From an optimization exercise on the open Yosys and OpenROAD flow, aimed at a short achievable clock period and few clock cycles; shortcuts taken in it are not production practice.
Where RTL was checked, it was by simulation tests only, not by an equivalence proof against the original.
No driver is modelled on the clock port, so clock power and skew are understated where the tree is cut down; a real chip needs a root buffer or a tree.
Power is estimated from default activity; no workload was simulated.

## line_rasterizer
module line_rasterizer (
    input  wire       clk,
    input  wire       rst,      
    input  wire       start,
    input  wire [7:0] x0,
    input  wire [7:0] y0,
    input  wire [7:0] x1,
    input  wire [7:0] y1,
    output wire       ready,
    output wire       write,
    output wire [7:0] x,
    output wire [7:0] y,
    output wire       done
);
    function [8:0] res9;
        input [17:0] pt;
        reg   [3:0]  m;
        begin
            m    = pt[3] ? pt[11:8] : pt[7:4];
            res9 = {(m[3] ? pt[17:15] : pt[14:12]), m[2:0], pt[2:0]};
        end
    endfunction
    reg        a_v;
    reg  [7:0] a_x0, a_y0, a_x1, a_y1;
    reg        rdy_n_q;            
    wire       rdy = !rdy_n_q;
    reg        rdy_o;              
    assign ready = rdy_o;
    reg        b_v;
    reg  [7:0] b_x0, b_y0;
    reg  [17:0] b_dx, b_nx, b_dy, b_ny;    
    reg        c_v;
    reg  [7:0] c_x0, c_y0;
    reg  [8:0] c_dx, c_nx, c_dy, c_ny;
    reg        d_v;
    reg  [7:0] d_x0, d_y0;
    reg  [7:0] d_adx, d_ady;
    reg        d_sxn, d_syn;       
    reg        e_v;
    reg  [7:0] e_x0, e_y0;
    reg  [7:0] e_adx, e_ady;
    reg        e_sxn, e_syn;
    reg  [17:0] e_dmn, e_nmd, e_kx, e_ky;  
    reg        e_zero;             
    reg        f_v;
    reg  [7:0] f_x0, f_y0;
    reg  [7:0] f_adx, f_ady;
    reg        f_sxn, f_syn;
    reg  [8:0] f_dmn, f_nmd, f_kx, f_ky;
    reg        f_zero;
    reg        g_v;
    reg  [7:0] g_x0, g_y0;
    reg        g_sxn, g_syn, g_xm;
    reg  [7:0] g_m;                
    reg        g_last;             
    reg  [8:0] g_k;                
    reg  [8:0] g_ka;               
    reg  [7:0] g_kb;               
    reg        h_v;
    reg  [7:0] h_x0, h_y0, h_ux, h_uy;
    reg        h_sxn, h_syn, h_xm;
    reg  [7:0] h_m;
    reg        h_z1, h_z2, h_last;
    reg  [8:0] h_k0, h_ka;
    reg  [7:0] h_kb;
    reg  [17:0] h_sa, h_sb, h_sc;          
    reg        i_v;
    reg  [7:0] i_x0, i_y0, i_ux, i_uy;
    reg        i_sxn, i_syn, i_xm;
    reg  [7:0] i_m;
    reg        i_z1, i_z2, i_last;
    reg  [8:0] i_k0, i_k1;         
    reg  [8:0] i_c0, i_c1, i_c2;   
    reg        wr_n_q, dn_n_q;     
  ...
export LEC_CHECK = 0
export CAP_MARGIN = 20
export CORE_MARGIN = 2
export CORE_UTILIZATION = 55
export PLACE_DENSITY = 0.7
export SETUP_SLACK_MARGIN = 2.5
export SLEW_MARGIN = 20
create_clock -name core_clock -period 4.0 [get_ports {clk}]
standard.sh (not shown) runs the stock make flow with config.mk's settings and CLKGATE_MAP_FILE= SYNTH_SCRIPT=/design/flow/synth_recipe.tcl, a recipe that flattens the netlist after the stock synthesis.
==> flow/flow/run.sh <==
#!/bin/bash
# Layout: the standard ORFS flow (standard.sh: standard synthesis,
# floorplan, placement, routing), except that the clock tree is built by
# flow/cts_hook.tcl (two levels of clkbuf_16 from the clock port, about
# FLAT_CTS_LEAF flip-flops per leaf buffer) in place of TritonCTS, and the
# timing repair may resize cells to other footprints. The make output goes
# to standard_flow.log; every tool's own log is under orfs/logs/.
set -euo pipefail
here=$(pwd)
FLAT_CTS_LEAF=20 bash standard.sh PRE_CTS_TCL="$here/flow/cts_hook.tcl" MATCH_CELL_FOOTPRINT=0 finish > "$here/standard_flow.log" 2>&1
Other scripts of this flow, unchanged in this note and not shown: flow/flow/cts_hook.tcl
Testbench counts at the start, summed over its fixed seeds: cycles 65,687.
==> next run, changes <==
--- a/flow/design.v
+++ b/flow/design.v
@@ -191,22 +191,22 @@
     wire [8:0] a1 = {(a1l[4] ? a1h1 : a1h0), a1l[3:0]};
     wire [8:0] a2 = {(a2l[4] ? a2h1 : a2h0), a2l[3:0]};
     wire [8:0] kk_nx = (dp && st) ? a2 : ((dp || st) ? a1 : a0);
     wire mvx = xm || st;
     wire mvy = !xm || st;
     wire [7:0] x_st = xq ^ ux;
     wire [7:0] y_st = yq ^ uy;
     reg  [7:0] ux_st, uy_st, r_nx;
     always @(*) begin
         for (i = 0; i < 8; i = i + 1) begin
-            ux_st[i] = &(({xq[7:1], !xq[0]} ^ {8{sxn}}) | ~((8'd1 << i) - 8'd1));
-            uy_st[i] = &(({yq[7:1], !yq[0]} ^ {8{syn}}) | ~((8'd1 << i) - 8'd1));
+            ux_st[i] = &((x_st ^ {8{sxn}}) | ~((8'd1 << i) - 8'd1));
+            uy_st[i] = &((y_st ^ {8{syn}}) | ~((8'd1 << i) - 8'd1));
             r_nx[i]  = r[i] ^ ~|(r & ((8'd1 << i) - 8'd1));
         end
     end
     wire a_vn  = accept || (a_v && !b_free);
     wire b_vn  = a_v || !b_free;
     wire c_vn  = b_v || !c_free;
     wire d_vn  = c_v || !d_free;
     wire e_vn  = d_v || !e_free;
     wire f_vn  = e_v || !f_free;
     wire g_vn  = f_v || !g_free;
Effect:
- global-route usage falls by 0.91 points
- synthesized cell count rises by 0.50%
- power rises by 1.2%
- core utilization falls by 1.0 points
- cell count rises by 0.41%
- synthesized area hardly moves
- via count falls by 0.89%
- flip-flop and latch count does not change
- critical path depth rises by 3
Function not checked in the second run of this note: the RTL went through the layout flow alone. No run of this note takes its clock network from TritonCTS; it comes from the design's own scripts or RTL.


== 04-24 ==
The RTL this note starts from:
==> flow/design.v <==
module lr_add #(parameter W = 9) (
    input  wire [W-1:0] a,
    input  wire [W-1:0] b,
    input  wire         ci,
    output wire [W-1:0] s,
    output wire         co
);
    reg [W-1:0] g, p, gn, pn, c;
    integer i, d;
    always @(*) begin
        p = a ^ b;
        g = a & b;
        g[0] = g[0] | (p[0] & ci);
        for (d = 1; d < W; d = d * 2) begin
            gn = g;
            pn = p;
            for (i = d; i < W; i = i + 1) begin
                gn[i] = g[i] | (p[i] & g[i-d]);
                pn[i] = p[i] & p[i-d];
            end
            g = gn;
            p = pn;
        end
        c = {g[W-2:0], ci};
    end
    assign s  = a ^ b ^ c;
    assign co = g[W-1];
endmodule
module line_rasterizer (
    input  wire       clk,
    input  wire       rst,      
    input  wire       start,
    input  wire [7:0] x0,
    input  wire [7:0] y0,
    input  wire [7:0] x1,
    input  wire [7:0] y1,
    output wire       ready,
    output reg        write,
    output reg  [7:0] x,
    output reg  [7:0] y,
    output reg        done
);
    reg        a_v;
    reg  [7:0] a_x0, a_y0, a_x1, a_y1;
    reg        rdy;
    assign ready = rdy;
    reg        b_v;
    reg  [7:0] b_x0, b_y0;
    reg  [8:0] b_dx, b_dy;         
    reg  [7:0] b_nx, b_ny;         
    reg        c_v;
    reg  [7:0] c_x0, c_y0;
    reg  [7:0] c_adx, c_ady;
    reg        c_sxn, c_syn;       
    reg        d_v;
    reg  [7:0] d_x0, d_y0;
    reg  [7:0] d_adx, d_ady;
    reg        d_sxn, d_syn;
    reg        d_xm;               
    reg  [8:0] d_kax, d_kay;       
    reg  [8:0] d_kx, d_ky;         
    reg        d_zero;             
    reg        e_v;
    reg  [7:0] e_x0, e_y0;
    reg        e_sxn, e_syn, e_xm;
    reg  [7:0] e_m;                
    reg        e_last;             
    reg  [8:0] e_k;                
    reg  [8:0] e_ka;               
    reg  [7:0] e_kb;               
    reg        sxn, syn, xm;
    reg  [7:0] r;                  
    reg  [4:0] kl, kh;
    reg        kc;
    reg  [4:0] kal, kah, kbl, kbh;
    reg  f_free, e_free, d_free, c_free, b_free;
    wire take   = e_v && f_free;                
    wire accept = start && rdy;
    wire run    = write && !done;               
    wire [8:0] ddx, ddy, ndx, ndy;
    wire       unused_co0, unused_co1, unused_co2, unused_co3;
    lr_add #(9) u_ddx (.a({1'b0, a_x1}), .b(~{1'b0, a_x0}), .ci(1'b1), .s(ddx), .co(unused_co0));
    lr_add #(9) u_ddy (.a({1'b0, a_y1}), .b(~{1'b0, a_y0}), .ci(1'b1), .s(ddy), .co(unused_co1));
    lr_add #(9) u_ndx (.a({1'b0, a_x0}), .b(~{1'b0, a_x1}), .ci(1'b1), .s(ndx), .co(unused_co2));
    lr_add #(9) u_ndy (.a({1'b0, a_y0}), .b(~{1'b0, a_y1}), .ci(1'b1), .s(ndy), .co(unused_co3));
    wire [8:0] dmn, nmd, kx, ky;
    wire       unused_co4, unused_co5, unused_co6, unused_co7;
    lr_add #(9) u_dmn (.a({1'b0, c_adx}), .b(~{1'b0, c_ady}), .ci(1'b1), .s(dmn), .co(unused_co4));
    lr_add #(9) u_nmd (.a({1'b0, c_ady}), .b(~{1'b0, c_adx}), .ci(1'b1), .s(nmd), .co(unused_co5));
    lr_add #(9) u_kx (.a({1'b0, c_ady}), .b(~{2'b0, c_adx[7:1]}), .ci(!c_adx[0]), .s(kx), .co(unused_co6));
    lr_add #(9) u_ky (.a({1'b0, c_adx}), .b(~{2'b0, c_ady[7:1]}), .ci(!c_ady[0]), .s(ky), .co(unused_co7));
    wire       st = !(kh[4] && !(kc && (&kh)));
    wire [4:0] kl_a, kl_b, kh_a, kh_b;
    wire       kc_a, kc_b, unused_co8, unused_co9;
    lr_add #(5) u_kla (.a(kl), .b(kal), .ci(1'b0), .s(kl_a), .co(kc_a));
    lr_add #(5) u_klb (.a(kl), .b(kbl), .ci(1'b0), .s(kl_b), .co(kc_b));
    lr_add #(5) u_kha (.a(kh), .b(kah), .ci(kc),   .s(kh_a), .co(unused_co8));
    lr_add #(5) u_khb (.a(kh), .b(kbh), .ci(kc),   .s(kh_b), .co(unused_co9));
    wire mvx = run && (xm || st);
    wire mvy = run && (!xm || st);
    reg  [7:0] x_st, y_st, r_nx;
    integer i;
    always @(*) begin
        for (i = 0; i < 8; i = i + 1) begin
            x_st[i] = x[i] ^ (mvx && (sxn ? ~|(x & ((8'd1 << i) - 8'd1)) : &(x | ~((8'd1 << i) - 8'd1))));
            y_st[i] = y[i] ^ (mvy && (syn ? ~|(y & ((8'd1 << i) - 8'd1)) : &(y | ~((8'd1 << i) - 8'd1))));
            r_nx[i] = r[i] ^ ~|(r & ((8'd1 << i) - 8'd1));
        end
    end
    wire a_vn  = accept || (a_v && !b_free);
    wire b_vn  = a_v || !b_free;
    wire c_vn  = b_v || !c_free;
    wire d_vn  = c_v || !d_free;
    wire e_vn  = d_v || !e_free;
    wire w_n   = take || run;
    wire dn_n  = take ? e_last : (run && r == 8'd1);
    wire f_fn  = !w_n || dn_n;
    wire e_fn  = !e_vn || f_fn;
    wire d_fn  = !d_vn || e_fn;
    wire c_fn  = !c_vn || d_fn;
    wire b_fn  = !b_vn || c_fn;
    wire rdy_n = !(rdy || (a_v && !b_free)) || b_fn;
    always @(posedge clk) begin
        if (rst) begin
            a_v    <= 1'b0;
            b_v    <= 1'b0;
            c_v    <= 1'b0;
            d_v    <= 1'b0;
            e_v    <= 1'b0;
            write  <= 1'b0;
            done   <= 1'b0;
            rdy    <= 1'b1;
            f_free <= 1'b1;
            e_free <= 1'b1;
            d_free <= 1'b1;
            c_free <= 1'b1;
            b_free <= 1'b1;
        end else begin
            a_v    <= a_vn;
            b_v    <= b_vn;
            c_v    <= c_vn;
            d_v    <= d_vn;
            e_v    <= e_vn;
            write  <= w_n;
            done   <= dn_n;
            rdy    <= rdy_n;
            f_free <= f_fn;
            e_free <= e_fn;
            d_free <= d_fn;
            c_free <= c_fn;
            b_free <= b_fn;
        end
        a_x0 <= ((rdy) ? (x0) : (a_x0));
        a_y0 <= ((rdy) ? (y0) : (a_y0));
        a_x1 <= ((rdy) ? (x1) : (a_x1));
        a_y1 <= ((rdy) ? (y1) : (a_y1));
        b_x0 <= ((b_free) ? (a_x0) : (b_x0));
        b_y0 <= ((b_free) ? (a_y0) : (b_y0));
        b_dx <= ((b_free) ? (ddx) : (b_dx));
        b_dy <= ((b_free) ? (ddy) : (b_dy));
        b_nx <= ((b_free) ? (ndx[7:0]) : (b_nx));
        b_ny <= ((b_free) ? (ndy[7:0]) : (b_ny));
        c_x0  <= ((c_free) ? (b_x0) : (c_x0));
        c_y0  <= ((c_free) ? (b_y0) : (c_y0));
        c_adx <= ((c_free) ? ((b_dx[8] ? b_nx : b_dx[7:0])) : (c_adx));
        c_ady <= ((c_free) ? ((b_dy[8] ? b_ny : b_dy[7:0])) : (c_ady));
        c_sxn <= ((c_free) ? (b_dx[8]) : (c_sxn));
        c_syn <= ((c_free) ? (b_dy[8]) : (c_syn));
        d_x0   <= ((d_free) ? (c_x0) : (d_x0));
        d_y0   <= ((d_free) ? (c_y0) : (d_y0));
        d_adx  <= ((d_free) ? (c_adx) : (d_adx));
        d_ady  <= ((d_free) ? (c_ady) : (d_ady));
        d_sxn  <= ((d_free) ? (c_sxn) : (d_sxn));
        d_syn  <= ((d_free) ? (c_syn) : (d_syn));
        d_xm   <= ((d_free) ? (!dmn[8]) : (d_xm));
        d_kax  <= ((d_free) ? (nmd) : (d_kax));
        d_kay  <= ((d_free) ? (dmn) : (d_kay));
        d_kx   <= ((d_free) ? (kx) : (d_kx));
        d_ky   <= ((d_free) ? (ky) : (d_ky));
        d_zero <= ((d_free) ? (((c_adx == 8'd0) && (c_ady == 8'd0))) : (d_zero));
        e_x0   <= ((e_free) ? (d_x0) : (e_x0));
        e_y0   <= ((e_free) ? (d_y0) : (e_y0));
        e_sxn  <= ((e_free) ? (d_sxn) : (e_sxn));
        e_syn  <= ((e_free) ? (d_syn) : (e_syn));
        e_xm   <= ((e_free) ? (d_xm) : (e_xm));
        e_m    <= ((e_free) ? ((d_xm ? d_adx : d_ady)) : (e_m));
        e_last <= ((e_free) ? (d_zero) : (e_last));
        e_k    <= ((e_free) ? ((d_xm ? d_kx : d_ky)) : (e_k));
        e_ka   <= ((e_free) ? ((d_xm ? d_kax : d_kay)) : (e_ka));
        e_kb   <= ((e_free) ? ((d_xm ? d_ady : d_adx)) : (e_kb));
        x  <= take ? e_x0 : x_st;
        y  <= take ? e_y0 : y_st;
        r  <= take ? e_m  : r_nx;
        kl <= take ? e_k[4:0] : (st ? kl_a : kl_b);
        kh <= take ? {e_k[8], e_k[8:5]} : (st ? kh_a : kh_b);
        kc <= take ? 1'b0 : (st ? kc_a : kc_b);
        sxn <= ((take) ? (e_sxn) : (sxn));
        syn <= ((take) ? (e_syn) : (syn));
        xm  <= ((take) ? (e_xm) : (xm));
        kal <= ((take) ? (e_ka[4:0]) : (kal));
        kah <= ((take) ? ({e_ka[8], e_ka[8:5]}) : (kah));
        kbl <= ((take) ? (e_kb[4:0]) : (kbl));
        kbh <= ((take) ? ({2'b00, e_kb[7:5]}) : (kbh));
    end
endmodule
==> flow/config.mk <==
export PLATFORM = sky130hd
export DESIGN_NAME = line_rasterizer
export DESIGN_NICKNAME = line_rasterizer
export VERILOG_FILES = /design/flow/design.v
export SDC_FILE = /design/flow/constraint.sdc
export NUM_CORES = 4
export LEC_CHECK = 0
export CAP_MARGIN = 20
export CORE_MARGIN = 2
export CORE_UTILIZATION = 40
export PLACE_DENSITY = 0.6
export SETUP_SLACK_MARGIN = 2.5
export SLEW_MARGIN = 20
==> flow/constraint.sdc <==
create_clock -name core_clock -period 4.0 [get_ports {clk}]
set_input_delay 0.8000 -clock core_clock [delete_from_list [all_inputs] [get_ports {clk}]]
set_output_delay 0.8000 -clock core_clock [all_outputs]
set_load 0.01 [all_outputs]
run.sh (not shown) runs the stock make flow with config.mk's settings and CLKGATE_MAP_FILE= SYNTH_SCRIPT=/design/flow/synth_recipe.tcl, a recipe that flattens the netlist after the stock synthesis.
Stock flow here: none of the scripts above is used.
diff inputs: 04-24 => 04-26
--- a/flow/design.v
+++ b/flow/design.v
@@ -5,13 +5,23 @@
     output wire [W-1:0] s,
     output wire         co
 );
-    reg [W-1:0] g, p, gn, pn, c;
+    reg [W-1:0] g, p, gn, pn, c, px;
     integer i, d;
     always @(*) begin
-        p = a ^ b;
-        g = a & b;
-        g[0] = g[0] | (p[0] & ci);
-        for (d = 1; d < W; d = d * 2) begin
+        px = a ^ b;
+        p  = a | b;
+        gn[0] = (a[0] & b[0]) | (p[0] & ci);
+        pn[0] = p[0];
+        for (i = 1; i < W; i = i + 1) begin
+            if (i == 1)
+                gn[i] = (a[1] & b[1]) | ((p[1] & a[0]) & b[0]) | ((p[1] & p[0]) & ci);
+            else
+                gn[i] = (a[i] & b[i]) | ((p[i] & a[i-1]) & b[i-1]);
+            pn[i] = p[i] & p[i-1];
+        end
+        g = gn;
+        p = pn;
+        for (d = 2; d < W; d = d * 2) begin
             gn = g;
             pn = p;
             for (i = d; i < W; i = i + 1) begin
@@ -23,7 +33,7 @@
         end
         c = {g[W-2:0], ci};
     end
-    assign s  = a ^ b ^ c;
+    assign s  = px ^ c;
     assign co = g[W-1];
 endmodule
 module line_rasterizer (
### Flow results
Register share of the cell area delta for 04-26 relative to 04-24: 4.6 points lower. Of 04-26 and 04-24, the run reporting the higher non-clock inverter instance count of the final layout was 04-26. Relative to 04-24, share of cell area taken by multi-input logic gates has increased by 4.6 points in 04-26. Summary: achievable clock frequency, 04-26 better than 04-24. 04-26 vs 04-24: transition time at the pin with the least slew margin up in 04-26.
No run of this note included a check of the RTL's function; only the layout flow was run.

-- port drivers added, routing unchanged --
No port has a modelled driver above. Below, the same layouts with a new extraction and two added sets of constraints.
Step 1 (the two cells are an assumption about what drives the block):
set clk [get_ports {clk}]
set_driving_cell -lib_cell sky130_fd_sc_hd__clkbuf_16 $clk
set_driving_cell -lib_cell sky130_fd_sc_hd__buf_2 [delete_from_list [all_inputs] $clk]
Step 2 adds t to the input delays and takes it off the output delays; t is the mean of the earliest and latest rising clock arrival at the registers after step 1. Input paths then give back, and output paths get back, about the clock's delay inside the block.
Slacks: no drivers / after step 1 / after step 2; pairs: no drivers / after step 1.
run	t (ns)	setup WS [ns]	worst slew at a driven data input, ns	cell pins on the clock port's net
the first run of note 1	0.512	2.355 / 2.236 / 2.125	0.04	4
the second run of note 1	0.504	2.246 / 2.238 / 2.157	0.04	4
04-24	0.562	1.727 / 1.727 / 1.727	0.04	1
04-26	0.553	1.936 / 1.936 / 1.936	0.04	1
After both steps every run listed still meets setup and hold. The setup slack of the first run of note 1, which loses most, moves by -0.119 ns with the drivers and by -0.230 ns with both steps.
